Background: an optimization exercise with open tools, aiming at small area. Do not read the settings as production practice. The RTL was checked by simulation tests, not by an equivalence proof against the original design. No activity file was given, so power comes from the tool's default toggle rates.

--- design/flow/config.mk ---
export PLATFORM = sky130hd
export DESIGN_NAME = bcs
export DESIGN_NICKNAME = bcs
export VERILOG_FILES = /design/flow/design.v
export SDC_FILE = /design/flow/constraint.sdc
export NUM_CORES = 4
export LEC_CHECK = 0
export CAP_MARGIN = 10
export CORE_MARGIN = 2
export CORE_UTILIZATION = 60
export CTS_BUF_LIST = sky130_fd_sc_hd__clkbuf_8
export CTS_CLUSTER_DIAMETER = 50
export CTS_CLUSTER_SIZE = 16
export PLACE_DENSITY = 0.75
export SLEW_MARGIN = 10
--- design/flow/constraint.sdc ---
create_clock -name core_clock -period 6.0 [get_ports {clk}]
set_input_delay 1.2000 -clock core_clock [delete_from_list [all_inputs] [get_ports {clk}]]
set_output_delay 1.2000 -clock core_clock [all_outputs]
set_load 0.01 [all_outputs]
--- design/flow/design.v ---
module bcs (
    input  wire       clk,
    input  wire       rst,           
    input  wire       we,
    input  wire [4:0] addr,
    input  wire [7:0] wdata,
    output reg  [7:0] rdata,
    input  wire       push_valid,
    input  wire [7:0] push_data,
    output wire       push_ready,
    output wire       pop_valid,
    output wire [7:0] pop_data,
    input  wire       pop_ready
);
    localparam [2:0] PH_IDLE     = 3'd0,
                     PH_LEN_LO   = 3'd1,
                     PH_LEN_HI   = 3'd2,
                     PH_FLAG     = 3'd3,
                     PH_PAYLOAD  = 3'd4,
                     PH_CHECKSUM = 3'd5;
    reg        ovfchk;
    reg [7:0]  flag;
    reg [7:0]  namelen;
    reg [7:0]  htype;
    reg [31:0] plen;
    reg [15:0] hdlen;
    reg [15:0] hparam1;
    reg [15:0] hparam2;
    reg [7:0]  name [0:9];
    reg [1:0]  errcode;
    reg [7:0]  chk;
    reg [15:0] blen;
    reg [2:0]  phase;
    reg        op_enc;       
    reg        op_hblk;      
    reg [7:0]  outbuf;
    reg        outvld;
    reg        done;
    reg [4:0]   cnt;
    reg [135:0] sd;
    reg [4:0]   nthr;        
    wire [31:0] remain = {sd[26:0], cnt};
    wire [7:0]  w_flag = sd[39:32];
    wire busy  = (phase != PH_IDLE) || outvld;
    wire inrdy = (phase == PH_PAYLOAD) && op_enc && !outvld;
    wire [7:0] status = {phase, outvld, inrdy, (errcode != 2'd0), done, busy};
    assign push_ready = inrdy;
    assign pop_valid  = outvld;
    assign pop_data   = outbuf;
    reg [7:0] packed_hdr [0:16];
    integer k;
    always @(*) begin
        packed_hdr[0] = htype;
        for (k = 0; k < 10; k = k + 1)
            packed_hdr[1 + k] = name[k];
        packed_hdr[11] = hdlen[7:0];
        packed_hdr[12] = hdlen[15:8];
        packed_hdr[13] = hparam1[7:0];
        packed_hdr[14] = hparam1[15:8];
        packed_hdr[15] = hparam2[7:0];
        packed_hdr[16] = hparam2[15:8];
    end
    reg [135:0] hdr_load;
    always @(*) begin
        hdr_load[7:0]     = packed_hdr[1];
        hdr_load[135:128] = packed_hdr[0];
        for (k = 1; k < 16; k = k + 1)
            hdr_load[8*k +: 8] = packed_hdr[17 - k];
    end
    wire [7:0] slot_lo  = sd[{cnt[3:0], 3'b000} +: 8];
    wire [7:0] hdr_raw  = (cnt[4] && cnt[0]) ? sd[135:128] : slot_lo;
    wire       name_pos = (cnt <= 5'd16) && (cnt >= 5'd7);
    wire       name_pad = name_pos && (cnt < nthr);
    wire [7:0] hdr_byte = name_pad ? 8'h20 : hdr_raw;
    wire [3:0] name_sel = addr[3:0] - 4'h2;
    always @(*) begin
        case (addr)
            5'h01: rdata = status;
            5'h02: rdata = {6'b0, errcode};
            5'h03: rdata = {7'b0, ovfchk};
            5'h04: rdata = flag;
            5'h05: rdata = namelen;
            5'h06: rdata = htype;
            5'h08: rdata = plen[7:0];
            5'h09: rdata = plen[15:8];
            5'h0A: rdata = plen[23:16];
            5'h0B: rdata = plen[31:24];
            5'h0C: rdata = hdlen[7:0];
            5'h0D: rdata = hdlen[15:8];
            5'h0E: rdata = hparam1[7:0];
            5'h0F: rdata = hparam1[15:8];
            5'h10: rdata = hparam2[7:0];
            5'h11: rdata = hparam2[15:8];
            5'h12: rdata = name[0];
            5'h13: rdata = name[1];
            5'h14: rdata = name[2];
            5'h15: rdata = name[3];
            5'h16: rdata = name[4];
            5'h17: rdata = name[5];
            5'h18: rdata = name[6];
            5'h19: rdata = name[7];
            5'h1A: rdata = name[8];
            5'h1B: rdata = name[9];
            5'h1C: rdata = chk;
            5'h1D: rdata = blen[7:0];
            5'h1E: rdata = blen[15:8];
            default: rdata = 8'h00;
        endcase
    end
    wire cmd_wr    = we && (addr == 5'h00);
    wire cmd_legal = (wdata[7:4] == 4'h0) && (wdata[3:0] <= 4'h4);
    wire plen_ovf  = ovfchk && ((plen[31:16] != 16'h0) || (plen[15:1] == 15'h7FFF));
    wire [15:0] pc;
    assign pc[0] = 1'b0;
    assign pc[1] = 1'b1;
    genvar gj;
    generate for (gj = 2; gj < 16; gj = gj + 1) begin : g_pc
        assign pc[gj] = pc[gj-1] & plen[gj-1];
    end endgenerate
    wire [15:0] plen_plus2 = plen[15:0] ^ pc;
    wire pop_fire  = pop_ready && outvld;
    wire push_fire = push_valid && inrdy;
    wire accept    = cmd_wr && !busy && cmd_legal;
    wire acc_enc   = accept && (wdata[2:0] == 3'd1) && !plen_ovf;
    wire acc_hdr   = accept && (wdata[2:0] == 3'd2);
    wire acc_hblk  = accept && (wdata[2:0] == 3'd3);
    wire acc_clr   = accept && (wdata[2:0] == 3'd4);
    wire [7:0] rmask = {8{rst}};
    function [7:0] wval(input [7:0] d, input [7:0] m, input [7:0] rv);
        wval = (d & ~m) | (rv & m);
    endfunction
    wire wr = we || rst;
    wire [7:0] wd0 = wval(wdata, rmask, 8'h00);
    always @(posedge clk) begin
        if (wr && (rst || addr == 5'h03)) ovfchk        <= wd0[0];
        if (wr && (rst || addr == 5'h04)) flag          <= wd0;
        if (wr && (rst || addr == 5'h05)) namelen       <= wval(wdata, rmask, 8'd5);
        if (wr && (rst || addr == 5'h06)) htype         <= wd0;
        if (wr && (rst || addr == 5'h08)) plen[7:0]     <= wd0;
        if (wr && (rst || addr == 5'h09)) plen[15:8]    <= wd0;
        if (wr && (rst || addr == 5'h0A)) plen[23:16]   <= wd0;
        if (wr && (rst || addr == 5'h0B)) plen[31:24]   <= wd0;
        if (wr && (rst || addr == 5'h0C)) hdlen[7:0]    <= wd0;
        if (wr && (rst || addr == 5'h0D)) hdlen[15:8]   <= wd0;
        if (wr && (rst || addr == 5'h0E)) hparam1[7:0]  <= wd0;
        if (wr && (rst || addr == 5'h0F)) hparam1[15:8] <= wd0;
        if (wr && (rst || addr == 5'h10)) hparam2[7:0]  <= wd0;
        if (wr && (rst || addr == 5'h11)) hparam2[15:8] <= wd0;
        if (wr && (rst || addr == 5'h12)) name[0]       <= wval(wdata, rmask, 8'h48);
        if (wr && (rst || addr == 5'h13)) name[1]       <= wval(wdata, rmask, 8'h45);
        if (wr && (rst || addr == 5'h14)) name[2]       <= wval(wdata, rmask, 8'h4C);
        if (wr && (rst || addr == 5'h15)) name[3]       <= wval(wdata, rmask, 8'h4C);
        if (wr && (rst || addr == 5'h16)) name[4]       <= wval(wdata, rmask, 8'h4F);
        if (wr && (rst || addr == 5'h17)) name[5]       <= wd0;
        if (wr && (rst || addr == 5'h18)) name[6]       <= wd0;
        if (wr && (rst || addr == 5'h19)) name[7]       <= wd0;
        if (wr && (rst || addr == 5'h1A)) name[8]       <= wd0;
        if (wr && (rst || addr == 5'h1B)) name[9]       <= wd0;
    end
    wire step_hdr  = !outvld && (phase == PH_PAYLOAD) && !op_enc;
    wire step_enc  = (phase == PH_PAYLOAD) && push_fire;
    wire cnt_last  = (cnt == 5'd1) && (!op_enc || (sd[26:0] == 27'h0));
    wire [31:0] rz;      
    assign rz[0] = 1'b1;
    genvar gi;
    generate for (gi = 1; gi < 32; gi = gi + 1) begin : g_rz
        assign rz[gi] = rz[gi-1] & ~remain[gi-1];
    end endgenerate
    wire [31:0] remain_dec = remain ^ rz;
    always @(posedge clk) begin
        if (acc_enc) begin
            {sd[26:0], cnt} <= plen;
            sd[39:32]       <= flag;
        end else if (acc_hdr || acc_hblk) begin
            sd   <= hdr_load;
            cnt  <= 5'd17;
            nthr <= (namelen >= 8'd10) ? 5'd7 : 5'd17 - {1'b0, namelen[3:0]};
        end else if (step_hdr || step_enc) begin
            {sd[26:0], cnt} <= remain_dec;
        end
    end
    reg [7:0] emit_byte;
    always @(*) begin
        case (phase)
            PH_LEN_LO:   emit_byte = blen[7:0];
            PH_LEN_HI:   emit_byte = blen[15:8];
            PH_FLAG:     emit_byte = op_enc ? w_flag : 8'h00;
            PH_PAYLOAD:  emit_byte = op_enc ? push_data : hdr_byte;
            default:     emit_byte = chk;
        endcase
    end
    always @(posedge clk) begin
        if (!outvld)
            outbuf <= emit_byte;
    end
    always @(posedge clk) begin
        if (acc_enc || acc_hdr || acc_hblk) begin
            op_enc  <= acc_enc;
            op_hblk <= acc_hblk;
        end
    end
    always @(posedge clk) begin
        if (rst) begin
            errcode <= 2'd0;
            chk     <= 8'h00;
            blen    <= 16'h0;
            phase   <= PH_IDLE;
            outvld  <= 1'b0;
            done    <= 1'b0;
        end else begin
            if (pop_fire)
                outvld <= 1'b0;
            if (cmd_wr) begin
                if (busy)
                    errcode <= 2'd2;
                else if (!cmd_legal)
                    errcode <= 2'd1;
                else if (wdata[2:0] == 3'd1 && plen_ovf)
                    errcode <= 2'd3;
                else if (wdata[2:0] == 3'd4)
                    errcode <= 2'd0;
            end
            if (acc_enc || acc_hdr || acc_hblk || acc_clr)
                done <= 1'b0;
            if (acc_enc || acc_hdr || acc_hblk)
                chk <= 8'h00;
            if (acc_enc)
                blen <= plen_plus2;
            if (acc_hblk)
                blen <= 16'd19;
            if (acc_enc || acc_hblk)
                phase <= PH_LEN_LO;
            if (acc_hdr)
                phase <= PH_PAYLOAD;
            if (!outvld) begin
                case (phase)
                    PH_LEN_LO: begin
                        outvld <= 1'b1;
                        phase  <= PH_LEN_HI;
                    end
                    PH_LEN_HI: begin
                        outvld <= 1'b1;
                        phase  <= PH_FLAG;
                    end
                    PH_FLAG: begin
                        outvld <= 1'b1;
                        if (op_enc) begin
                            chk <= chk ^ emit_byte;
                            if (remain == 32'h0)
                                phase <= PH_CHECKSUM;
                            else
                                phase <= PH_PAYLOAD;
                        end else begin
                            phase <= PH_PAYLOAD;
                        end
                    end
                    PH_PAYLOAD: begin
                        if (!op_enc || push_valid) begin
                            outvld <= 1'b1;
                            chk    <= chk ^ emit_byte;
                            if (cnt_last) begin
                                if (op_enc || op_hblk) begin
                                    phase <= PH_CHECKSUM;
                                end else begin
                                    phase <= PH_IDLE;
                                    done  <= 1'b1;
                                end
                            end
                        end
                    end
                    PH_CHECKSUM: begin
                        outvld <= 1'b1;
                        phase  <= PH_IDLE;
                        done   <= 1'b1;
                    end
                    default: ;
                endcase
            end
        end
    end
endmodule
--- design/flow/flow/run.sh ---
#!/bin/bash
# Layout flow: the standard flow, with
#  - the standard synthesis unchanged, then its combinational logic mapped
#    again by ABC with an area-oriented script (flow/area.abc); every
#    register instance of the standard synthesis is kept as it is (same
#    name and cell), only the logic between registers and ports is remapped;
#  - port buffers of the smallest buffer cell (buf_1); every port is still
#    buffered;
#  - CTS onto clkbuf_4 leaf buffers without dummy loads.
# Each tool's output goes to its own log file in this folder.
set -euo pipefail
here=$(pwd)
res=$here/orfs/results/$FLOW_PLATFORM/bcs/base
lib=$FLOW_HOME/platforms/sky130hd/lib/sky130_fd_sc_hd__tt_025C_1v80.lib
yosys_bin=$FLOW_HOME/../tools/install/yosys/bin/yosys
[[ -x $yosys_bin ]] || yosys_bin=yosys

export BUFFER_PORTS_ARGS="-buffer_cell sky130_fd_sc_hd__buf_1"
export CTS_ARGS="-sink_clustering_enable -repair_clock_nets -sink_clustering_size 10 -sink_clustering_max_diameter 40 -buf_list sky130_fd_sc_hd__clkbuf_4 -dont_use_dummy_load"

# 1. standard synthesis
bash standard.sh "$res/1_2_yosys.v" > standard_synth.log 2>&1
cp "$res/1_2_yosys.v" "$here/standard_1_2_yosys.v"

# 2. remap the combinational logic; registers stay black boxes
du=""
while read -r c; do [[ -n $c ]] && du="$du -dont_use $c"; done < flow/dont_use.txt
seq_cells=$(grep -oE 'sky130_fd_sc_hd__[a-z0-9_]*(df|dl)[a-z0-9_]*' "$here/standard_1_2_yosys.v" | sort -u | tr '\n' ' ')
cat > resyn.ys <<EOS
read_liberty -ignore_miss_func $lib
setattr -mod -set keep_hierarchy 1 $seq_cells
setattr -mod -set blackbox 1 $seq_cells
read_verilog $here/standard_1_2_yosys.v
hierarchy -top $FLOW_TOP
flatten
hierarchy -top $FLOW_TOP
opt -full
abc -liberty $lib $du -script $here/flow/area.abc
splitnets
opt_clean -purge
hilomap -singleton -hicell sky130_fd_sc_hd__conb_1 HI -locell sky130_fd_sc_hd__conb_1 LO
insbuf -buf sky130_fd_sc_hd__buf_4 A X
stat -liberty $lib
read_liberty -lib -ignore_miss_func -ignore_redef $lib
check -assert
write_verilog -noattr -nohex -nodec $here/resyn_1_2_yosys.v
EOS
"$yosys_bin" -l resyn_yosys.log -q -s resyn.ys > /dev/null 2>&1
cp "$here/resyn_1_2_yosys.v" "$res/1_2_yosys.v"

# 3. the rest of the standard flow on the remapped netlist
bash standard.sh finish > standard_flow.log 2>&1
--- design/flow/flow/area.abc ---
strash
&get -n
&syn2
&dch -f
&nf -a -R 1000
&put
mfs2
strash
&get -n
&dch -f
&nf -a -R 1000
&put
mfs2
strash
&get -n
&dch -f
&nf -a -R 1000
&put
mfs2
strash
&get -n
&dch -f
&nf -a -R 1000
&put
mfs2
strash
&get -n
&dch -f
&nf -a -R 1000
&put
topo
stime -c
--- design/flow/flow/dont_use.txt ---
sky130_fd_sc_hd__lpflow_bleeder_1
sky130_fd_sc_hd__lpflow_clkbufkapwr_1
sky130_fd_sc_hd__lpflow_clkbufkapwr_16
sky130_fd_sc_hd__lpflow_clkbufkapwr_2
sky130_fd_sc_hd__lpflow_clkbufkapwr_4
sky130_fd_sc_hd__lpflow_clkbufkapwr_8
sky130_fd_sc_hd__lpflow_clkinvkapwr_1
sky130_fd_sc_hd__lpflow_clkinvkapwr_16
sky130_fd_sc_hd__lpflow_clkinvkapwr_2
sky130_fd_sc_hd__lpflow_clkinvkapwr_4
sky130_fd_sc_hd__lpflow_clkinvkapwr_8
sky130_fd_sc_hd__lpflow_decapkapwr_12
sky130_fd_sc_hd__lpflow_decapkapwr_3
sky130_fd_sc_hd__lpflow_decapkapwr_4
sky130_fd_sc_hd__lpflow_decapkapwr_6
sky130_fd_sc_hd__lpflow_decapkapwr_8
sky130_fd_sc_hd__lpflow_inputiso0n_1
sky130_fd_sc_hd__lpflow_inputiso0p_1
sky130_fd_sc_hd__lpflow_inputiso1n_1
sky130_fd_sc_hd__lpflow_inputiso1p_1
sky130_fd_sc_hd__lpflow_inputisolatch_1
sky130_fd_sc_hd__lpflow_isobufsrc_1
sky130_fd_sc_hd__lpflow_isobufsrc_16
sky130_fd_sc_hd__lpflow_isobufsrc_2
sky130_fd_sc_hd__lpflow_isobufsrc_4
sky130_fd_sc_hd__lpflow_isobufsrc_8
sky130_fd_sc_hd__lpflow_isobufsrckapwr_16
sky130_fd_sc_hd__lpflow_lsbuf_lh_hl_isowell_tap_1
sky130_fd_sc_hd__lpflow_lsbuf_lh_hl_isowell_tap_2
sky130_fd_sc_hd__lpflow_lsbuf_lh_hl_isowell_tap_4
sky130_fd_sc_hd__lpflow_lsbuf_lh_isowell_4
sky130_fd_sc_hd__lpflow_lsbuf_lh_isowell_tap_1
sky130_fd_sc_hd__lpflow_lsbuf_lh_isowell_tap_2
sky130_fd_sc_hd__lpflow_lsbuf_lh_isowell_tap_4
sky130_fd_sc_hd__probe_p_8
sky130_fd_sc_hd__probec_p_8
--- design/flow/standard.sh ---
#!/bin/bash
# synth_recipe.tcl (not shown) runs the flow's synth.tcl, then flattens the netlist and writes it again
# the make line also repeats each setting of config.mk as NAME=value (left out here)
make -C /OpenROAD-flow-scripts/flow DESIGN_CONFIG=/design/flow/config.mk WORK_HOME=/design/flow/orfs CLKGATE_MAP_FILE= SYNTH_SCRIPT=/design/flow/synth_recipe.tcl "${@:-finish}"
==> impl_results.md, run 1 <==
* Status: timing/DRC/antenna clean
* Hold path depth at 0
* Min-delay src: hdlen[9]
* Setup CP Type: in -> out
* HPWL after DPL at 47,000 microns
* GRT Total Usage at 48.1%
* Hold Worst Slack at 0.428 ns
* WL final at 64,400 microns
* Setup TNS at 0 ns
* Setup Skew at 0.104 ns
* CTS tree: yes
* Slew Limit Fails at 0
* Die width at approximately 170 microns
* Residual DRC at 0
* RSZ-0062 raised after global routing: no
* Min-delay worst type: reg -> reg
* Top delay family on crit path: compound AO/OA/AOI/OAI gates
* Number of max-cap violations at 0
* 1st-pass router iterations at 11
* Crit-path slowest cell: or2_0
* Longest Clk Path Bufs at 3
* Port bufs at 43
* End of the worst hold path: sd[41]
* Critical Path AT at 3.89 ns
* Worst R2R Setup Slack at between 1 and 1.5 ns
* Crit path time final at 5.09 ns
* Via Count at 12,619
* Row count at between 50 and 60
* Avg Cell Area, Syn at 13.6 sq um
* Clock latency (worst-skew pair) at between 0.7 and 0.8 ns
* FF-to-FF Start: plen[3]
* Crit path top cell by count: buf_1
* CTS-repair resized insts at 0
* CTS Sinks at 372
* Peak VDD IR at 231 uV
* Stages on worst setup path at 11
* Initial antenna violation count at 5
* Max incr delay on CP at 0.44 ns
* Req. time, crit path at 4.80 ns
* Final Power at 4.97 mW
* First-pass GRT wire length at roughly 88,000 microns
* Post-CTS Setup Repair Bufs at 0
* Final setup margin at 0.913 ns
* Final Cycle Share at 84.8%
* PwrDens at between 200 and 300 nW/um^2
* Wire length per cell at 39.7 microns
* Largest net degree at the start of global routing at 75
* Layout cells sized above 1 at 8.57%
* Ys Warns at 3
* # setup viols final at 0
* Reg clk slew, reported paths at 0.10 ns
* Initial Util at 60.6%
* FF-to-FF path depth at 12
* Met3 global-route usage at 17.1%
* Cell area after synthesis at 15,600 sq um
* Worst slew margin relative to its limit at between 10% and 20%
* Routed Antenna Nets at 0
* Die height at 165 microns
* GR Overflow Total at 0
* Synthesized net count at 1,169
* Bufs and invs on worst path at 3
* FF-to-FF End: chk[1]
* Io pins at 44
* Initial DRC Count at 3,100
* Vias in the first global route at about 12,000
* Startpoint Class: input pin
* Post-Synthesis Cells at 1,143
* Nets at 1,312
* CP Max Fanout at 9
* Leak pwr at 5.53 nW
* Crit path cell chain: buf_1 > or2_0 > nor2_1 > buf_4 > a22o_1 > a221oi_1 > nand4_1 > a2111oi_0 > nand3_1 > a221o_1 > buf_1
* Total die area at 27,300 sq um
* Core ar. at 25,800 sq um
* Grt met1 use at around two thirds
* Vias per cell at 7.78
* CTS Buf Count at 52
* Met2 GRT Util at 67.8%
* Area of placed instances at 16,600 sq um
* CTS Hold Bufs at 0
* Least-Margin Pin Slew at roughly 1.3 ns
* Nature of the critical path endpoint: output pin
* Area Overhead vs Synth at 8.69%
* Final instance area at 17,000 sq um
* GP Congestion at 1.05
* Max Clock Freq at 197 MHz
* CTS root buf: clkbuf_4
* GR peak layer: met2
* Final hold vios at 0
* H-tree depth at 2
* Pre-CTS setup slack at 1.01 ns
==> where the power goes <==
part / total [mW] / internal [mW] / switching [mW]
combinational: 0.559 / 0.151 / 0.408
sequential: 3.20 / 3.01 / 0.189
clock: 1.21 / 0.396 / 0.815
==> cell usage in the layout, fill, tap and decap left out, types with 12 or more instances in the layout <==
cell,n
buf_4,44
nand4_1,15
a222oi_1,44
edfxtp_1,341
mux2i_1,15
a221o_1,12
o22ai_1,12
xnor2_1,23
a211oi_1,20
clkinv_1,12
dfxtp_1,31
nor3_1,35
o21ai_0,46
clkbuf_4,52
buf_1,43
a221oi_1,17
nor2b_1,16
nor2_1,90
nand3_1,27
a21oi_1,74
a22oi_1,35
nand2_1,130
nand2b_1,15
==> worst max-delay path by stage <==
stage	to	slack, ns	startpoint
after CTS	rdata[3]	1.0	addr[4]
after global placement	rdata[5]	0.99	addr[4]
final	rdata[0]	0.91	addr[4]
after detailed placement	rdata[3]	1.01	addr[4]
after floorplan	chk[1]	0.48	addr[4]
after global routing	rdata[0]	0.70	addr[4]
==> through the flow <==
stage / util [%] / instances
after floorplan: - / 1143
after global placement: 64.2 / 1566
after detailed placement: 64.3 / 1567
after CTS: 65.8 / 1619
after global routing: 65.8 / 1620
final: 65.8 / 1623
==> worst register-to-register path, stage by stage, from the launching register on <==
cell and delay, ns:
edfxtp_1 0.73, and4_1 0.38, and3_1 0.29, nand4_1 0.18, nor2_1 0.29, and3_1 0.29, and3_1 0.21, o31ai_1 0.17
a21oi_1 0.53, clkinv_1 0.73, nor2_1 0.68, nand2_1 0.14, xor2_1 0.18
==> registers in the layout, summed over array words and instances (netlist names), 2 cells and up <==
name	flops
errcode	2
chk	8
plen	32
name	80
hdlen	16
hparam1	16
blen	16
htype	8
hparam2	16
sd	136
namelen	8
outbuf	8
phase	3
cnt	5
nthr	5
flag	8
==> layout make-up <==
cell class              instances  area [sq um]
clock buffers                  52           390
multi-input cells             758          4710
fillers                      1932          8810
repair buffers                 89           517
diodes                          4          10.0
flip-flops and latches        372         10900
inverters                      13          51.3
well taps                     335           419
==> per-layer routing <==
metal	routed length, microns	vias to the layer above
met5	27	-
met2	27000	1434
met4	4490	4
met1	21800	5995
met3	11100	276
li1	-	4910
==> run 2, diff against run 1 <==
--- a/design/flow/config.mk
+++ b/design/flow/config.mk
@@ -10,5 +10,2 @@
 export CORE_UTILIZATION = 60
-export CTS_BUF_LIST = sky130_fd_sc_hd__clkbuf_8
-export CTS_CLUSTER_DIAMETER = 50
-export CTS_CLUSTER_SIZE = 16
 export PLACE_DENSITY = 0.75
==> run 2 against run 1 <==
Net effect:
- still clean on timing, DRC and antenna
- fmax is the same
- clock skew is the same
- area after synthesis did not move
- routed wire length stayed put
- sequential cell count unchanged
- critical path type unchanged
==> impl_results.md, run 2 <==
* Crit-path slowest cell: or2_0 (unchanged)
* Final setup margin at 0.913 ns (unchanged)
* GR Overflow Total at 0 (unchanged)
* Metal3 WL at 11,100 microns (unchanged)
* HPWL after DPL at 47,000 microns (unchanged)
* Worst slew margin relative to its limit at 13.9% (unchanged)
* Clock latency (worst-skew pair) at 0.74 ns (about the same)
* Area Overhead vs Synth at 8.69% (unchanged)
* Die width at 165 microns (unchanged)
* Layout filler cell count at 1,932 (unchanged)
* PwrDens at 293 nW/um^2 (unchanged)
* GRT Total Usage at 48.1% (unchanged)
* Vias in the first global route at 11,566 (unchanged)
* Largest net degree at the start of global routing at 75 (unchanged)
* Initial DRC Count at 3,100 (unchanged)
* Slew Limit Fails at 0 (unchanged)
* Bufs and invs on worst path at 3 (unchanged)
* DR top layer: met5 (unchanged)
* Least-Margin Pin Slew at 1.29 ns (unchanged)
* H-tree depth at 2 (unchanged)
* Initial Util at 60.6% (unchanged)
* # setup viols final at 0 (unchanged)
* Row count at 59 (unchanged)
* Max FFs per register at 136 (unchanged)
* Cell area after synthesis at 15,600 sq um (unchanged)
* Port bufs at 43 (unchanged)
* Startpoint Class: input pin (unchanged)
* Crit path cell chain: buf_1 > or2_0 > nor2_1 > buf_4 > a22o_1 > a221oi_1 > nand4_1 > a2111oi_0 > nand3_1 > a221o_1 > buf_1 (unchanged)
* Req. time, crit path at 4.80 ns (about the same)
* Core ar. at 25,800 sq um (unchanged)
* Routed Antenna Nets at 0 (unchanged)
* Layout cells sized above 1 at 8.57% (unchanged)
* Initial antenna violation count at 5 (unchanged)
* Setup TNS at 0 ns (unchanged)
* CTS root buf: clkbuf_4 (unchanged)
* CTS Sinks at 372 (unchanged)
* CP Max Fanout at 9 (unchanged)
* Register with the most flip-flops: sd (unchanged)
* Residual DRC at 0 (unchanged)
* RSZ-0062 raised after global routing: no (unchanged)
* Number of max-cap violations at 0 (unchanged)
* WL met2 at 27,000 microns (unchanged)
* Min-delay worst type: reg -> reg (unchanged)
* Nets at 1,312 (unchanged)
* CTS tree: yes (unchanged)
* CTS Buf Count at 52 (unchanged)
* Setup CP Type: in -> out (unchanged)
* Crit path time final at 5.09 ns (unchanged)
* Avg Cell Area, Syn at 13.6 sq um (unchanged)
* WL final at 64,400 microns (unchanged)
* Nature of the critical path endpoint: output pin (unchanged)
* CTS Hold Bufs at 0 (unchanged)
* Post-CTS Setup Repair Bufs at 0 (unchanged)
* Leak pwr at 5.53 nW (unchanged)
* Vias per cell at 7.78 (unchanged)
* CTS-repair resized insts at 0 (unchanged)
* Biggest regs: sd: 136 flops, name: 80 flops, plen: 32 flops (unchanged)
* Final Cycle Share at 84.8% (unchanged)
* Top delay family on crit path: compound AO/OA/AOI/OAI gates (unchanged)
* Wire length per cell at 39.7 microns (unchanged)
* Critical Path AT at 3.89 ns (about the same)
* Crit path top cell by count: buf_1 (unchanged)
* Post-Synthesis Cells at 1,143 (unchanged)
* Max incr delay on CP at 0.44 ns (about the same)
* Longest Clk Path Bufs at 3 (unchanged)
* Via Count at 12,619 (unchanged)
* 1st-pass router iterations at 11 (unchanged)
* Non-Filler Instances at 1,623 (unchanged)
* Met1 Wirelength at 21,800 microns (unchanged)
* Setup Skew at 0.104 ns (unchanged)
* Dpl cells at 1,567 (unchanged)
* Die height at 165 microns (unchanged)
* Max Clock Freq at 197 MHz (unchanged)
* Most frequent cells in the layout: edfxtp_1, nand2_1, nor2_1, a21oi_1, clkbuf_4 (unchanged)
* Final hold vios at 0 (unchanged)
* Io pins at 44 (unchanged)
* Status: timing/DRC/antenna clean (unchanged)
* First-pass GRT wire length at 88,300 microns (unchanged)
* Reg clk slew, reported paths at 0.10 ns (about the same)
* Peak VDD IR at 231 uV (unchanged)
* Synthesized net count at 1,169 (unchanged)
* Pre-CTS setup slack at 1.01 ns (unchanged)
* Most common cell after layout, fill and taps aside: edfxtp_1 (unchanged)
* Final Power at 4.97 mW (unchanged)
* GP Congestion at 1.05 (unchanged)
* Total die area at 27,300 sq um (unchanged)
* Ys Warns at 3 (unchanged)
-- run 2: cell type report --
| type | count | area, sq um | share of cell area, % |
|---|---|---|---|
| sequential | 372 | 10900 | 64.1 |
| multi-input combinational | 758 | 4710 | 27.8 |
| timing repair buffer | 89 | 517 | 3.05 |
| tap | 335 | 419 | 2.47 |
| clock buffer | 52 | 390 | 2.30 |
| inverter | 13 | 51.3 | 0.303 |
| antenna | 4 | 10.0 | 0.0590 |
-- run 2: worst reg2reg max path: cells and delay by family (launching register included) --
family | cells | cell delay (ns)
flops | 1 | 0.73
buf+inv | 1 | 0.73
simple gates | 8 | 2.46
compound gates | 2 | 0.70
xor+xnor | 1 | 0.18
-- run 2: final timing paths --
check	start	end	slack [ns]	cells past startpoint
worst max-delay path	addr[4]	rdata[0]	0.91	11
worst min-delay path	hdlen[9]	sd[41]	0.43	0
worst max register to register	plen[3]	chk[1]	1.12	12
worst min register to register	hdlen[9]	sd[41]	0.43	0
-- run 2: report_power, final --
part | total [mW] | switching [mW] | internal [mW]
clock network | 1.21 | 0.815 | 0.396
logic | 0.559 | 0.408 | 0.151
registers | 3.20 | 0.189 | 3.01
-- run 2: layer usage --
layer,global-route usage [%],vias to the layer above
li1,-,4910
met1,65.4,5995
met2,67.8,1434
met3,17.1,276
met4,26.5,4
met5,0,-
-- run 2: stage by stage --
stage / utilization [%] / cell area [sq um] / hold WS (ns)
final: 65.8 / 17000 / 0.428
after global routing: 65.8 / 16900 / 0.445
after CTS: 65.8 / 16900 / 0.428
after detailed placement: 64.3 / 16600 / 0.434
after global placement: 64.2 / 16500 / 0.430
after floorplan: - / 15600 / 0.425
==> run 3, diff against run 2 <==
--- a/design/flow/config.mk
+++ b/design/flow/config.mk
@@ -9,4 +9,4 @@
 export CORE_MARGIN = 2
-export CORE_UTILIZATION = 60
-export PLACE_DENSITY = 0.75
+export CORE_UTILIZATION = 70
+export PLACE_DENSITY = 0.85
 export SLEW_MARGIN = 10
==> run 3 against run 2 <==
Net effect:
- still clean on timing, DRC and antenna
- synthesized cell count is the same
- global-route usage grew 3.0 points
- clock-buffer cell count fell by 6
- worst setup slack worse by 0.067 ns
- area after synthesis unchanged
- critical path type unchanged
- highest routed layer unchanged
==> impl_results.md, run 3 <==
* Status: timing/DRC/antenna clean (unchanged)
* Row count at 54 (was 59)
* Final setup margin at 0.846 ns (was 0.913 ns)
* Most frequent cells in the layout: edfxtp_1, nand2_1, nor2_1, a21oi_1 (was edfxtp_1, nand2_1, nor2_1, a21oi_1, clkbuf_4)
* GP Congestion at 1.11 (was 1.05)
* Max Clock Freq at 194 MHz (was 197 MHz)
* End of the worst hold path: sd[86] (was sd[41])
* Ys Warns at 3 (unchanged)
* Post-CTS Setup Repair Bufs at 0 (unchanged)
* Biggest regs: sd: 136 flops, name: 80 flops, plen: 32 flops (unchanged)
* First-pass GRT wire length at 83,400 microns (was 88,300 microns)
* Final instance area at 16,800 sq um (was 17,000 sq um)
* Routed Antenna Nets at 0 (unchanged)
* Initial antenna violation count at 4 (was 5)
* Combinational power share at 11.1% (was 11.3%)
* Vias per cell at 8.20 (was 7.78)
* Min-delay src: name[6][6] (was hdlen[9])
* Final hold vios at 0 (unchanged)
* Avg Cell Area, Syn at 13.6 sq um (unchanged)
* GRT Total Usage at 51.1% (was 48.1%)
* Sequential Power Share at 65.5% (was 64.4%)
* Final Cycle Share at 85.9% (was 84.8%)
* Max FFs per register at 136 (unchanged)
* Nets at 1,295 (was 1,312)
* Initial Util at 71.5% (was 60.6%)
* Worst slew margin relative to its limit at 12.7% (was 13.9%)
* Initial DRC Count at 3,415 (was 3,100)
* Port bufs at 43 (unchanged)
* Die width at 153 microns (was 165 microns)
* Residual DRC at 0 (unchanged)
* Io pins at 44 (unchanged)
* Req. time, crit path at 4.80 ns (about the same)
* Clock latency (worst-skew pair) at 0.72 ns (was 0.74 ns)
* Setup CP Type: in -> out (unchanged)
* Slew Limit Fails at 0 (unchanged)
* Least-Margin Pin Slew at 1.30 ns (was 1.29 ns)
* Post-Synthesis Cells at 1,143 (unchanged)
* RSZ-0062 raised after global routing: no (unchanged)
* Longest Clk Path Bufs at 3 (unchanged)
* Synthesized net count at 1,169 (unchanged)
* Dpl cells at 1,501 (was 1,567)
* FF-to-FF path depth at 12 (unchanged)
* Worst R2R Setup Slack at 1.21 ns (was 1.12 ns)
* Min-delay worst type: reg -> reg (unchanged)
* Sw frac at 28.5% (was 28.4%)
* Peak VDD IR at 218 uV (was 231 uV)
* Vias in the first global route at 11,646 (was 11,566)
* Most common cell after layout, fill and taps aside: edfxtp_1 (unchanged)
* Number of max-cap violations at 0 (unchanged)
* Pre-CTS setup slack at 0.945 ns (was 1.01 ns)
* Layout cells sized above 1 at 7.34% (was 8.57%)
* Area Overhead vs Synth at 7.42% (was 8.69%)
* FF-to-FF End: sd[14] (was chk[1])
* Cell area after synthesis at 15,600 sq um (unchanged)
* PwrDens at 293 nW/um^2 (about the same)
* CTS root buf: clkbuf_4 (unchanged)
* CTS tree: yes (unchanged)
* GR Overflow Total at 0 (unchanged)
* Die height at 153 microns (was 165 microns)
* H-tree depth at 2 (unchanged)
* CTS Buf Count at 46 (was 52)
* Crit-path slowest cell: a222oi_1 (was or2_0)
* Setup TNS at 0 ns (unchanged)
* WL final at 59,900 microns (was 64,400 microns)
* Fin util at 76.8% (was 65.8%)
* Startpoint Class: input pin (unchanged)
* Total die area at 23,500 sq um (was 27,300 sq um)
* Pint at 3.51 mW (was 3.56 mW)
* Core ar. at 21,800 sq um (was 25,800 sq um)
* HPWL after DPL at 43,500 microns (was 47,000 microns)
* CTS Hold Bufs at 0 (unchanged)
* Leak pwr at 5.44 nW (was 5.53 nW)
* Crit path time final at 5.15 ns (was 5.09 ns)
* CP Max Fanout at 9 (unchanged)
* Via Count at 12,707 (was 12,619)
* CTS-repair resized insts at 0 (unchanged)
* Nature of the critical path endpoint: output pin (unchanged)
* FF-to-FF Start: plen[2] (was plen[3])
* # setup viols final at 0 (unchanged)
* Area of placed instances at 16,400 sq um (was 16,600 sq um)
* Wire length per cell at 38.7 microns (was 39.7 microns)
* Reg clk slew, reported paths at 0.10 ns (about the same)
* Psw at 1.40 mW (was 1.41 mW)
* Clock power share at 23.3% (was 24.4%)
* Largest net degree at the start of global routing at 59 (was 75)
* Max incr delay on CP at 0.48 ns (was 0.44 ns)
* CTS Sinks at 372 (unchanged)
* Critical Path AT at 3.95 ns (was 3.89 ns)
* Register with the most flip-flops: sd (unchanged)
* Layout filler cell count at 1,323 (was 1,932)
* Hold path depth at 0 (unchanged)
* Crit path cell chain: buf_1 > or2_0 > nor2_1 > a222oi_1 > nand4_1 > a221oi_1 > nand3_1 > a221oi_1 > nand3_1 > a221o_1 > buf_1 (was buf_1 > or2_0 > nor2_1 > buf_4 > a22o_1 > a221oi_1 > nand4_1 > a2111oi_0 > nand3_1 > a221o_1 > buf_1)
* Setup Skew at 0.0885 ns (was 0.104 ns)
* Non-Filler Instances at 1,550 (was 1,623)
* 1st-pass router iterations at 12 (was 11)
[run 3: area by class of cell]
class | instances | area, sq um | area share [%]
Clock buffer | 46 | 345 | 2.06
Tap cell | 280 | 350 | 2.09
Inverter | 13 | 51.3 | 0.306
Multi-Input combinational cell | 758 | 4710 | 28.1
Antenna cell | 3 | 7.51 | 0.0448
Sequential cell | 372 | 10900 | 64.8
Timing Repair Buffer | 78 | 437 | 2.61
[run 3: how the worst max path moves through the flow]
stage | startpoint | end | slack, ns | cells after the start
2_1_floorplan | addr[4] | chk[1] | 0.48 | 11
3_3_place_gp | addr[4] | rdata[3] | 1.01 | 11
3_5_place_dp | addr[4] | rdata[3] | 0.95 | 11
4_1_cts | addr[4] | rdata[3] | 0.94 | 11
5_1_grt | addr[4] | rdata[3] | 0.65 | 11
6_report | addr[4] | rdata[3] | 0.85 | 11
[run 3: power by group through the flow]
stage | sequential, mW | clock (mW) | combinational, mW
floorplan | 3.14 | 0 | 0.289
global placement | 3.25 | 0 | 0.497
detailed placement | 3.25 | 0 | 0.509
CTS | 3.19 | 1.10 | 0.512
global route | 3.20 | 1.19 | 0.570
finish | 3.21 | 1.15 | 0.547
[run 3: metrics by stage]
step | total power [mW] | hold WS [ns]
3_5_place_dp | 3.75 | 0.442
6_report | 4.91 | 0.466
3_3_place_gp | 3.74 | 0.447
5_1_grt | 4.97 | 0.484
2_1_floorplan | 3.43 | 0.425
4_1_cts | 4.80 | 0.465
[run 3: metal layers]
| metal | vias up | track usage [%] | wire, microns |
|---|---|---|---|
| met3 | 342 | 21.3 | 11900 |
| met4 | 4 | 27.6 | 4700 |
| met2 | 1544 | 71.1 | 24400 |
| met1 | 5932 | 69.0 | 18900 |
| met5 | - | 0 | 26 |
| li1 | 4885 | - | - |
[run 3: critical path, delay by kind of cell]
kind,cells,cell delay [ns]
AOI/OAI and AO/OA,4,1.31
and+or+nand+nor,5,1.10
buffers and inverters,2,0.33
==> run 4, diff against run 3 <==
--- a/design/flow/flow/run.sh
+++ b/design/flow/flow/run.sh
@@ -18,3 +18,3 @@
 export BUFFER_PORTS_ARGS="-buffer_cell sky130_fd_sc_hd__buf_1"
-export CTS_ARGS="-sink_clustering_enable -repair_clock_nets -sink_clustering_size 10 -sink_clustering_max_diameter 40 -buf_list sky130_fd_sc_hd__clkbuf_4 -dont_use_dummy_load"
+export CTS_ARGS="-sink_clustering_enable -repair_clock_nets -sink_clustering_size 8 -sink_clustering_max_diameter 35 -buf_list sky130_fd_sc_hd__clkbuf_4 -dont_use_dummy_load"
 
--- a/design/flow/flow/area.abc
+++ b/design/flow/flow/area.abc
@@ -2,3 +2,3 @@
 &get -n
-&syn2
+&deepsyn -T 60
 &dch -f
==> run 4 against run 3 <==
Net effect:
- sequential power fell by 2%
- sequential share of layout area grew 0.68 points
- highest routed layer unchanged
- global-route usage shrank 0.073 points
- area after synthesis down 2.1%
- sequential cell count is the same
- critical endpoint is now sd[26]
- clock power grew about 10%
- fmax down 5.4%
==> impl_results.md, run 4 <==
* Io pins at 44 (unchanged)
* RSZ-0062 raised after global routing: no (unchanged)
* Worst slew margin relative to its limit at 21.9% (was 12.7%)
* CTS Hold Bufs at 0 (unchanged)
* 1st-pass router iterations at 12 (unchanged)
* H-tree depth at 2 (unchanged)
* Setup Skew at 0.105 ns (was 0.0885 ns)
* Vias in the first global route at 11,479 (was 11,646)
* Req. time, crit path at 6.43 ns (was 4.80 ns)
* Psw at 1.32 mW (was 1.40 mW)
* Max incr delay on CP at 0.52 ns (was 0.48 ns)
* Top delay family on crit path: simple AND/OR/NAND/NOR gates (was compound AO/OA/AOI/OAI gates)
* GRT Total Usage at 51.0% (was 51.1%)
* Post-Synthesis Cells at 1,084 (was 1,143)
* Crit-path slowest cell: edfxtp_1 (was a222oi_1)
* Clock latency (worst-skew pair) at 0.77 ns (was 0.72 ns)
* DR top layer: met5 (unchanged)
* Layout filler cell count at 1,324 (was 1,323)
* Non-Filler Instances at 1,515 (was 1,550)
* Slew Limit Fails at 0 (unchanged)
* Worst R2R Setup Slack at 0.55 ns (was 1.21 ns)
* Critical Path AT at 5.87 ns (was 3.95 ns)
* CTS Sinks at 372 (unchanged)
* Nature of the critical path endpoint: flip-flop (was output pin)
* First-pass GRT wire length at 79,100 microns (was 83,400 microns)
* Max Clock Freq at 184 MHz (was 194 MHz)
* Post-CTS Setup Repair Bufs at 0 (unchanged)
* Via Count at 12,339 (was 12,707)
* Initial DRC Count at 2,834 (was 3,415)
* Setup TNS at 0 ns (unchanged)
* Row count at 54 (unchanged)
* Ys Warns at 3 (unchanged)
* WL met2 at 24,300 microns (was 24,400 microns)
* FF-to-FF End: sd[26] (was sd[14])
* Met1 Wirelength at 17,400 microns (was 18,900 microns)
* Leak pwr at 5.42 nW (was 5.44 nW)
* Reg clk slew, reported paths at 0.08 ns (was 0.10 ns)
* Initial antenna violation count at 5 (was 4)
* Bufs and invs on worst path at 2 (unchanged)
* Synthesized net count at 1,110 (was 1,169)
* Hold path depth at 0 (unchanged)
* FF-to-FF path depth at 17 (was 12)
* Wire length per cell at 38.3 microns (was 38.7 microns)
* Residual DRC at 0 (unchanged)
* Clock power share at 25.9% (was 23.3%)
* Final hold vios at 0 (unchanged)
* Total die area at 23,000 sq um (was 23,500 sq um)
* Initial Util at 70.6% (was 71.5%)
* Most frequent cells in the layout: edfxtp_1, nand2_1, nor2_1, clkbuf_4 (was edfxtp_1, nand2_1, nor2_1, a21oi_1)
* CTS-repair resized insts at 0 (unchanged)
* Biggest regs: sd: 136 flops, name: 80 flops, plen: 32 flops (unchanged)
* Final Power at 4.89 mW (was 4.91 mW)
* Hold Worst Slack at 0.448 ns (was 0.466 ns)
* Die height at 152 microns (was 153 microns)
* Min-delay worst type: reg -> reg (unchanged)
* Most common cell after layout, fill and taps aside: edfxtp_1 (unchanged)
* CP Max Fanout at 11 (was 9)
* Sw frac at 26.9% (was 28.5%)
* PwrDens at 295 nW/um^2 (was 293 nW/um^2)
* Avg Cell Area, Syn at 14.1 sq um (was 13.6 sq um)
* Largest net degree at the start of global routing at 54 (was 59)
* Area Overhead vs Synth at 8.60% (was 7.42%)
* Peak VDD IR at 252 uV (was 218 uV)
* Sequential Power Share at 64.2% (was 65.5%)
* CTS root buf: clkbuf_4 (unchanged)
* Cell area after synthesis at 15,300 sq um (was 15,600 sq um)
* Longest Clk Path Bufs at 3 (unchanged)
* Status: timing/DRC/antenna clean (unchanged)
* Routed Antenna Nets at 0 (unchanged)
* Core ar. at 21,600 sq um (was 21,800 sq um)
* WL final at 58,000 microns (was 59,900 microns)
* Least-Margin Pin Slew at 1.17 ns (was 1.30 ns)
* Layout cells sized above 1 at 8.79% (was 7.34%)
* CTS tree: yes (unchanged)
* Die width at 152 microns (was 153 microns)
* Nets at 1,257 (was 1,295)
* # setup viols final at 0 (unchanged)
* Register with the most flip-flops: sd (unchanged)
* HPWL after DPL at 41,500 microns (was 43,500 microns)
* Setup CP Type: reg -> reg (was in -> out)
* Combinational power share at 9.8% (was 11.1%)
* Min-delay src: name[8][0] (was name[6][6])
* Dpl cells at 1,452 (was 1,501)
* GP Congestion at 1.14 (was 1.11)
* Final Cycle Share at 90.8% (was 85.9%)
* GR Overflow Total at 0 (unchanged)
* Crit path cell chain: clkinv_1 > nand2_1 > nor3_1 > nand2b_1 > nor4_1 > nand2b_1 > nor3_1 > clkinv_1 > or3_1 > nor2_1 > nand2_1 > nor4_1 > nor2b_1 > nand2_1 > nor4_1 > xnor2_1 > o21ai_0 (was buf_1 > or2_0 > nor2_1 > a222oi_1 > nand4_1 > a221oi_1 > nand3_1 > a221oi_1 > nand3_1 > a221o_1 > buf_1)
* End of the worst hold path: sd[64] (was sd[86])
* Crit path time final at 5.45 ns (was 5.15 ns)
* Max FFs per register at 136 (unchanged)
* Number of max-cap violations at 0 (unchanged)
* Pint at 3.58 mW (was 3.51 mW)
* Startpoint Class: flip-flop (was input pin)
* Port bufs at 43 (unchanged)
* FF-to-FF Start: cnt[1] (was plen[2])
* Vias per cell at 8.14 (was 8.20)
* CTS Buf Count at 57 (was 46)
* Metal3 WL at 10,600 microns (was 11,900 microns)
[run 4: how the worst max path moves through the flow]
stage | cells after the start | slack (ns) | endpoint | from
floorplan | 7 | 1.19 | cnt[0] | addr[0]
global placement | 17 | 0.89 | sd[26] | cnt[0]
detailed placement | 17 | 0.63 | sd[26] | cnt[2]
CTS | 17 | 0.65 | sd[26] | cnt[0]
global route | 17 | 0.05 | sd[26] | cnt[1]
finish | 17 | 0.55 | sd[26] | cnt[1]
[run 4: final cells by class]
class	count	area [sq um]	share of cell area, %
Sequential cell	372	10900	65.5
Multi-Input combinational cell	699	4380	26.4
Timing Repair Buffer	88	500	3.02
Clock buffer	57	428	2.58
Tap cell	280	350	2.11
Inverter	13	51.3	0.309
Antenna cell	6	15.0	0.0905
[run 4: routing by layer]
| metal | vias up | global-route usage (%) |
|---|---|---|
| li1 | 4793 | - |
| met1 | 5638 | 62.4 |
| met2 | 1503 | 72.9 |
| met3 | 403 | 23.7 |
| met4 | 2 | 33.9 |
| met5 | - | 0 |
[run 4: power by group through the flow]
stage	combinational, mW	clock [mW]	sequential [mW]
3_5_place_dp	0.451	0	3.18
4_1_cts	0.454	1.23	3.13
5_1_grt	0.497	1.31	3.14
6_report	0.482	1.27	3.14
2_1_floorplan	0.267	0	3.10
3_3_place_gp	0.441	0	3.18
[run 4: stage by stage]
stage | util [%] | setup slack [ns] | cell area [sq um]
finish | 76.7 | 0.554 | 16600
global route | 76.6 | 0.0492 | 16600
CTS | 76.6 | 0.645 | 16600
detailed placement | 74.6 | 0.626 | 16100
global placement | 74.6 | 0.889 | 16100
floorplan | - | 1.19 | 15300
==> run 5, diff against run 4 <==
--- a/design/flow/flow/run.sh
+++ b/design/flow/flow/run.sh
@@ -18,3 +18,3 @@
 export BUFFER_PORTS_ARGS="-buffer_cell sky130_fd_sc_hd__buf_1"
-export CTS_ARGS="-sink_clustering_enable -repair_clock_nets -sink_clustering_size 8 -sink_clustering_max_diameter 35 -buf_list sky130_fd_sc_hd__clkbuf_4 -dont_use_dummy_load"
+export CTS_ARGS="-sink_clustering_enable -repair_clock_nets -sink_clustering_size 9 -sink_clustering_max_diameter 38 -buf_list sky130_fd_sc_hd__clkbuf_4 -dont_use_dummy_load"
 
--- a/design/flow/flow/area.abc
+++ b/design/flow/flow/area.abc
@@ -2,3 +2,3 @@
 &get -n
-&deepsyn -T 60
+&deepsyn -T 120
 &dch -f
==> run 5 against run 4 <==
Net effect:
- clock power fell by 7%
- non-clock buffer count did not move
- area after synthesis did not move
- sequential power barely moved
- routed wire length fell by 0.88%
- cell count fell by 0.66%
- via count fell by 0.47%
- register-to-register slack got worse by 0.06 ns
- sequential share of layout area rose by 0.22 points
- critical endpoint unchanged
- largest power group unchanged
- highest routed layer unchanged
==> impl_results.md, run 5 <==
* Initial antenna violation count at 6 (was 5)
* H-tree depth at 2 (unchanged)
* Non-Filler Instances at 1,505 (was 1,515)
* # setup viols final at 0 (unchanged)
* Startpoint Class: flip-flop (unchanged)
* Setup TNS at 0 ns (unchanged)
* Psw at 1.27 mW (was 1.32 mW)
* Largest net degree at the start of global routing at 54 (unchanged)
* Nets at 1,251 (was 1,257)
* Setup CP Type: reg -> reg (unchanged)
* CTS Sinks at 372 (unchanged)
* Die width at 152 microns (unchanged)
* Peak VDD IR at 237 uV (was 252 uV)
* CTS root buf: clkbuf_4 (unchanged)
* Initial DRC Count at 2,893 (was 2,834)
* Pint at 3.53 mW (was 3.58 mW)
* CTS-repair resized insts at 0 (unchanged)
* RSZ-0062 raised after global routing: no (unchanged)
* Sequential Power Share at 65.4% (was 64.2%)
* Slew Limit Fails at 0 (unchanged)
* Max incr delay on CP at 0.52 ns (about the same)
* Nature of the critical path endpoint: flip-flop (unchanged)
* Area of placed instances at 16,100 sq um (unchanged)
* Post-CTS Setup Repair Bufs at 0 (unchanged)
* Status: timing/DRC/antenna clean (unchanged)
* Longest Clk Path Bufs at 3 (unchanged)
* CP Max Fanout at 11 (unchanged)
* Synthesized net count at 1,110 (unchanged)
* Post-Synthesis Cells at 1,084 (unchanged)
* GR Overflow Total at 0 (unchanged)
* Total die area at 23,000 sq um (unchanged)
* Die height at 152 microns (unchanged)
* First-pass GRT wire length at 78,500 microns (was 79,100 microns)
* WL final at 57,500 microns (was 58,000 microns)
* Row count at 54 (unchanged)
* CTS tree: yes (unchanged)
* Biggest regs: sd: 136 flops, name: 80 flops, plen: 32 flops (unchanged)
* PwrDens at 291 nW/um^2 (was 295 nW/um^2)
* Req. time, crit path at 6.39 ns (was 6.43 ns)
* Crit path cell chain: clkinv_1 > nand2_1 > nor3_1 > nand2b_1 > nor4_1 > nand2b_1 > nor3_1 > clkinv_1 > or3_1 > nor2_1 > nand2_1 > nor4_1 > nor2b_1 > nand2_1 > nor4_1 > xnor2_1 > o21ai_0 (unchanged)
* Clock power share at 24.6% (was 25.9%)
* Critical Path AT at 5.90 ns (was 5.87 ns)
* Least-Margin Pin Slew at 1.20 ns (was 1.17 ns)
* Vias in the first global route at 11,268 (was 11,479)
* Port bufs at 43 (unchanged)
* Worst slew margin relative to its limit at 19.4% (was 21.9%)
* Final instance area at 16,500 sq um (was 16,600 sq um)
* CTS Buf Count at 51 (was 57)
* Avg Cell Area, Syn at 14.1 sq um (unchanged)
* Core ar. at 21,600 sq um (unchanged)
* Wire length per cell at 38.2 microns (was 38.3 microns)
* Final Cycle Share at 91.8% (was 90.8%)
* Residual DRC at 0 (unchanged)
* Routed Antenna Nets at 0 (unchanged)
* Setup Skew at 0.106 ns (was 0.105 ns)
* Ys Warns at 3 (unchanged)
* Most common cell after layout, fill and taps aside: edfxtp_1 (unchanged)
* Min-delay worst type: reg -> reg (unchanged)
* CTS Hold Bufs at 0 (unchanged)
* Leak pwr at 5.39 nW (was 5.42 nW)
* 1st-pass router iterations at 14 (was 12)
* Reg clk slew, reported paths at 0.10 ns (was 0.08 ns)
* Final hold vios at 0 (unchanged)
* Crit-path slowest cell: nor3_1 (was edfxtp_1)
* Area Overhead vs Synth at 8.24% (was 8.60%)
* Layout cells sized above 1 at 8.34% (was 8.79%)
* Dpl cells at 1,452 (unchanged)
* GRT Total Usage at 50.6% (was 51.0%)
* Final Power at 4.80 mW (was 4.89 mW)
* Via Count at 12,281 (was 12,339)
* Sw frac at 26.5% (was 26.9%)
* Crit path time final at 5.51 ns (was 5.45 ns)
* Max Clock Freq at 182 MHz (was 184 MHz)
* Most frequent cells in the layout: edfxtp_1, nand2_1, nor2_1 (was edfxtp_1, nand2_1, nor2_1, clkbuf_4)
* Fin util at 76.4% (was 76.7%)
* GP Congestion at 1.14 (unchanged)
* Number of max-cap violations at 0 (unchanged)
* Combinational power share at 9.9% (was 9.8%)
* Cell area after synthesis at 15,300 sq um (unchanged)
* Vias per cell at 8.16 (was 8.14)
* Max FFs per register at 136 (unchanged)
* Clock latency (worst-skew pair) at 0.73 ns (was 0.77 ns)
* Initial Util at 70.6% (unchanged)
* HPWL after DPL at 41,500 microns (unchanged)
* Io pins at 44 (unchanged)
* Register with the most flip-flops: sd (unchanged)
* Layout filler cell count at 1,335 (was 1,324)
## run 5: routing by layer
metal	routed length [microns]	up-vias	track usage, %
met5	93	-	0
met4	5410	8	32.9
li1	-	4776	-
met1	17200	5692	62.0
met3	10300	386	23.0
met2	24500	1419	73.0
## run 5: worst max-delay path, delay by kind of cell (launching register included)
| kind | cells | cell delay (ns) |
|---|---|---|
| AND/OR/NAND/NOR | 13 | 4.11 |
| buffers and inverters | 2 | 0.33 |
| XOR/XNOR | 1 | 0.18 |
| flip-flops | 1 | 0.51 |
| AO/OA/AOI/OAI | 1 | 0.08 |
## run 5: final timing paths
| kind | end | cells after the start | slack [ns] | startpoint |
|---|---|---|---|---|
| setup / recovery | sd[26] | 17 | 0.49 | cnt[1] |
| hold / removal | sd[64] | 0 | 0.44 | name[8][0] |
| setup reg to reg | sd[26] | 17 | 0.49 | cnt[1] |
| hold reg to reg | sd[64] | 0 | 0.44 | name[8][0] |
## run 5: layout make-up
type | count | area, sq um | area share [%]
flip-flops and latches | 372 | 10900 | 65.7
multi-input cells | 699 | 4380 | 26.5
repair buffers | 88 | 500 | 3.03
clock buffers | 51 | 383 | 2.32
well taps | 280 | 350 | 2.12
inverters | 13 | 51.3 | 0.310
diodes | 2 | 5.00 | 0.0303
## run 5: power by group through the flow
stage          Combinational [mW]  Clock [mW]  Sequential, mW
3_3_place_gp                0.441           0            3.18
5_1_grt                     0.497        1.23            3.14
3_5_place_dp                0.451           0            3.18
6_report                    0.477        1.18            3.14
2_1_floorplan               0.267           0            3.10
4_1_cts                     0.454        1.15            3.13
## run 5: stage by stage
step,worst slack [ns],hold WS (ns)
CTS,0.612,0.445
detailed placement,0.626,0.438
finish,0.491,0.444
floorplan,1.19,0.425
global placement,0.889,0.429
global route,0.0294,0.460
==> run 6, diff against run 5 <==
--- a/design/flow/config.mk
+++ b/design/flow/config.mk
@@ -9,4 +9,4 @@
 export CORE_MARGIN = 2
-export CORE_UTILIZATION = 70
-export PLACE_DENSITY = 0.85
+export CORE_UTILIZATION = 73
+export PLACE_DENSITY = 0.88
 export SLEW_MARGIN = 10
==> run 6 against run 5 <==
Net effect:
- power is 0.67% higher
- fmax is 2.3% higher
- synthesized cell count stayed put
- cell area is 0.39% lower
- critical endpoint unchanged
==> impl_results.md, run 6 <==
* Port bufs at 43 (unchanged)
* Die height at 149 microns (was 152 microns)
* Wire length per cell at 38.4 microns (was 38.2 microns)
* Most common cell after layout, fill and taps aside: edfxtp_1 (unchanged)
* First-pass GRT wire length at 80,100 microns (was 78,500 microns)
* FF-to-FF path depth at 18 (was 17)
* CTS Buf Count at 51 (unchanged)
* Number of max-cap violations at 0 (unchanged)
* Non-Filler Instances at 1,490 (was 1,505)
* Hold Worst Slack at 0.414 ns (was 0.444 ns)
* Min-delay src: name[2][6] (was name[8][0])
* Initial Util at 75.0% (was 70.6%)
* Slew Limit Fails at 0 (unchanged)
* # setup viols final at 0 (unchanged)
* Vias per cell at 8.38 (was 8.16)
* Worst slew margin relative to its limit at 10.1% (was 19.4%)
* CTS Sinks at 372 (unchanged)
* Max FFs per register at 136 (unchanged)
* Setup TNS at 0 ns (unchanged)
* End of the worst hold path: sd[118] (was sd[64])
* Core ar. at 20,400 sq um (was 21,600 sq um)
* 1st-pass router iterations at 17 (was 14)
* Residual DRC at 0 (unchanged)
* Routed Antenna Nets at 0 (unchanged)
* CTS tree: yes (unchanged)
* Synthesized net count at 1,110 (unchanged)
* Longest Clk Path Bufs at 3 (unchanged)
* Final Cycle Share at 89.8% (was 91.8%)
* Area of placed instances at 16,100 sq um (about the same)
* Io pins at 44 (unchanged)
* Layout cells sized above 1 at 7.73% (was 8.34%)
* Ys Warns at 3 (unchanged)
* WL final at 57,100 microns (was 57,500 microns)
* GR Overflow Total at 0 (unchanged)
* RSZ-0062 raised after global routing: no (unchanged)
* Initial DRC Count at 3,291 (was 2,893)
* Biggest regs: sd: 136 flops, name: 80 flops, plen: 32 flops (unchanged)
* CTS-repair resized insts at 0 (unchanged)
* Total die area at 22,100 sq um (was 23,000 sq um)
* Final hold vios at 0 (unchanged)
* Area Overhead vs Synth at 7.82% (was 8.24%)
* CTS root buf: clkbuf_4 (unchanged)
* CTS Hold Bufs at 0 (unchanged)
* Post-Synthesis Cells at 1,084 (unchanged)
* GP Congestion at 1.10 (was 1.14)
* Avg Cell Area, Syn at 14.1 sq um (unchanged)
* Register with the most flip-flops: sd (unchanged)
* Nets at 1,244 (was 1,251)
* Clock latency (worst-skew pair) at 0.78 ns (was 0.73 ns)
* Least-Margin Pin Slew at 1.34 ns (was 1.20 ns)
* GRT Total Usage at 52.8% (was 50.6%)
* Largest net degree at the start of global routing at 70 (was 54)
* Nature of the critical path endpoint: flip-flop (unchanged)
* Hold path depth at 0 (unchanged)
* Final instance area at 16,500 sq um (about the same)
* Max incr delay on CP at 0.53 ns (was 0.52 ns)
* Crit path time final at 5.39 ns (was 5.51 ns)
* Crit-path slowest cell: edfxtp_1 (was nor3_1)
* FF-to-FF End: sd[26] (unchanged)
* Layout filler cell count at 1,134 (was 1,335)
* Row count at 52 (was 54)
* Cell area after synthesis at 15,300 sq um (unchanged)
* CP Max Fanout at 11 (unchanged)
* Leak pwr at 5.35 nW (was 5.39 nW)
* PwrDens at 294 nW/um^2 (was 291 nW/um^2)
* Bufs and invs on worst path at 3 (was 2)
* Dpl cells at 1,435 (was 1,452)
* H-tree depth at 2 (unchanged)
* Die width at 149 microns (was 152 microns)
* Setup Skew at 0.120 ns (was 0.106 ns)
* Worst R2R Setup Slack at 0.61 ns (was 0.49 ns)
* Top delay family on crit path: simple AND/OR/NAND/NOR gates (unchanged)
* Vias in the first global route at 11,784 (was 11,268)
* HPWL after DPL at 41,100 microns (was 41,500 microns)
* Critical Path AT at 5.83 ns (was 5.90 ns)
* Peak VDD IR at 267 uV (was 237 uV)
* Crit path cell chain: clkinv_1 > nand2_1 > nor3_1 > buf_4 > nand2b_1 > nor4_1 > nand2b_1 > nor3_1 > clkinv_1 > or3_1 > nor2_1 > nand2_1 > nor4_1 > nor2b_1 > nand2_1 > nor4_1 > xnor2_1 > o21ai_0 (was clkinv_1 > nand2_1 > nor3_1 > nand2b_1 > nor4_1 > nand2b_1 > nor3_1 > clkinv_1 > or3_1 > nor2_1 > nand2_1 > nor4_1 > nor2b_1 > nand2_1 > nor4_1 > xnor2_1 > o21ai_0)
* Post-CTS Setup Repair Bufs at 0 (unchanged)
* Initial antenna violation count at 4 (was 6)
* Status: timing/DRC/antenna clean (unchanged)
* Setup CP Type: reg -> reg (unchanged)
* Startpoint Class: flip-flop (unchanged)
* Max Clock Freq at 186 MHz (was 182 MHz)
* Most frequent cells in the layout: edfxtp_1, nor2_1, nand2_1 (was edfxtp_1, nand2_1, nor2_1)
* Reg clk slew, reported paths at 0.11 ns (was 0.10 ns)
* Req. time, crit path at 6.44 ns (was 6.39 ns)
* Via Count at 12,483 (was 12,281)
* Final Power at 4.84 mW (was 4.80 mW)
* FF-to-FF Start: cnt[1] (unchanged)
* Min-delay worst type: reg -> reg (unchanged)
run 6: how the worst max path moves through the flow:
stage                     startpoint        to  slack (ns)  cells after the start
after floorplan              addr[0]    cnt[0]        1.19                      7
after global placement       addr[4]  rdata[4]        1.10                     10
after detailed placement      cnt[1]    sd[26]        0.78                     18
after CTS                     cnt[1]    sd[26]        0.75                     18
after global routing          cnt[1]    sd[26]        0.18                     18
final                         cnt[1]    sd[26]        0.61                     18
run 6: power breakdown:
part / internal [mW] / total [mW] / switching, mW
Clock: 0.388 / 1.20 / 0.813
Sequential: 2.99 / 3.15 / 0.159
Combinational: 0.153 / 0.488 / 0.334
run 6: metal layers:
metal  vias up  global-route usage (%)  part of all wire, %
met5         -                    3.41                 0.13
met4         4                    35.5                   10
met3       430                    22.8                   20
met2      1585                    76.2                   41
met1      5709                    65.0                   29
li1       4755                       -                    -
run 6: cell type report:
| type | instances | area [sq um] | share of cell area, % |
|---|---|---|---|
| diodes | 4 | 10.0 | 0.0608 |
| clock buffers | 51 | 383 | 2.33 |
| inverters | 13 | 51.3 | 0.312 |
| multi-input cells | 699 | 4370 | 26.6 |
| flip-flops and latches | 372 | 10900 | 66.0 |
| well taps | 270 | 338 | 2.05 |
| repair buffers | 81 | 448 | 2.72 |
run 6: stage by stage:
step | utilization, % | worst slack (ns)
2_1_floorplan | - | 1.19
3_3_place_gp | 78.9 | 1.10
3_5_place_dp | 78.9 | 0.778
4_1_cts | 80.8 | 0.750
5_1_grt | 80.8 | 0.182
6_report | 80.8 | 0.613
run 6: worst register-to-register path, stage by stage (launching register included):
cell      delay, ns
edfxtp_1       0.53
clkinv_1       0.17
nand2_1        0.24
nor3_1         0.28
buf_4          0.18
nand2b_1       0.13
nor4_1         0.36
nand2b_1       0.24
nor3_1         0.37
clkinv_1       0.16
or3_1          0.40
nor2_1         0.18
nand2_1        0.16
nor4_1         0.46
nor2b_1        0.31
nand2_1        0.19
nor4_1         0.48
xnor2_1        0.18
o21ai_0        0.10

afterwards: timing with drivers on the ports:
No port has a modelled driver above. Below, the same layouts with a new extraction and two added sets of constraints. Step 1, drivers: a clkbuf_16 drives clk and a buf_2 each remaining input, both assumed. Step 2 moves the port delays by t, midway between the first and last clock arrival at a register: inputs arrive t later, outputs are due t later. That takes back most of the time a late clock gives input paths. a / b / c = no drivers / after step 1 / after step 2; a / b = the first two.
| run | shift t [ns] | setup slack, ns | worst register clock-pin slew, ns |
|---|---|---|---|
| run 1 | 0.741 | 0.913 / 0.891 / 0.891 | 0.12 / 0.12 |
| run 2 | 0.741 | 0.913 / 0.891 / 0.891 | 0.12 / 0.12 |
| run 3 | 0.729 | 0.846 / 0.825 / 0.825 | 0.12 / 0.12 |
| run 4 | 0.759 | 0.554 / 0.554 / 0.554 | 0.11 / 0.11 |
| run 5 | 0.726 | 0.491 / 0.491 / 0.491 | 0.11 / 0.11 |
| run 6 | 0.768 | 0.613 / 0.586 / 0.613 | 0.11 / 0.11 |
After both steps every run listed still meets setup and hold.
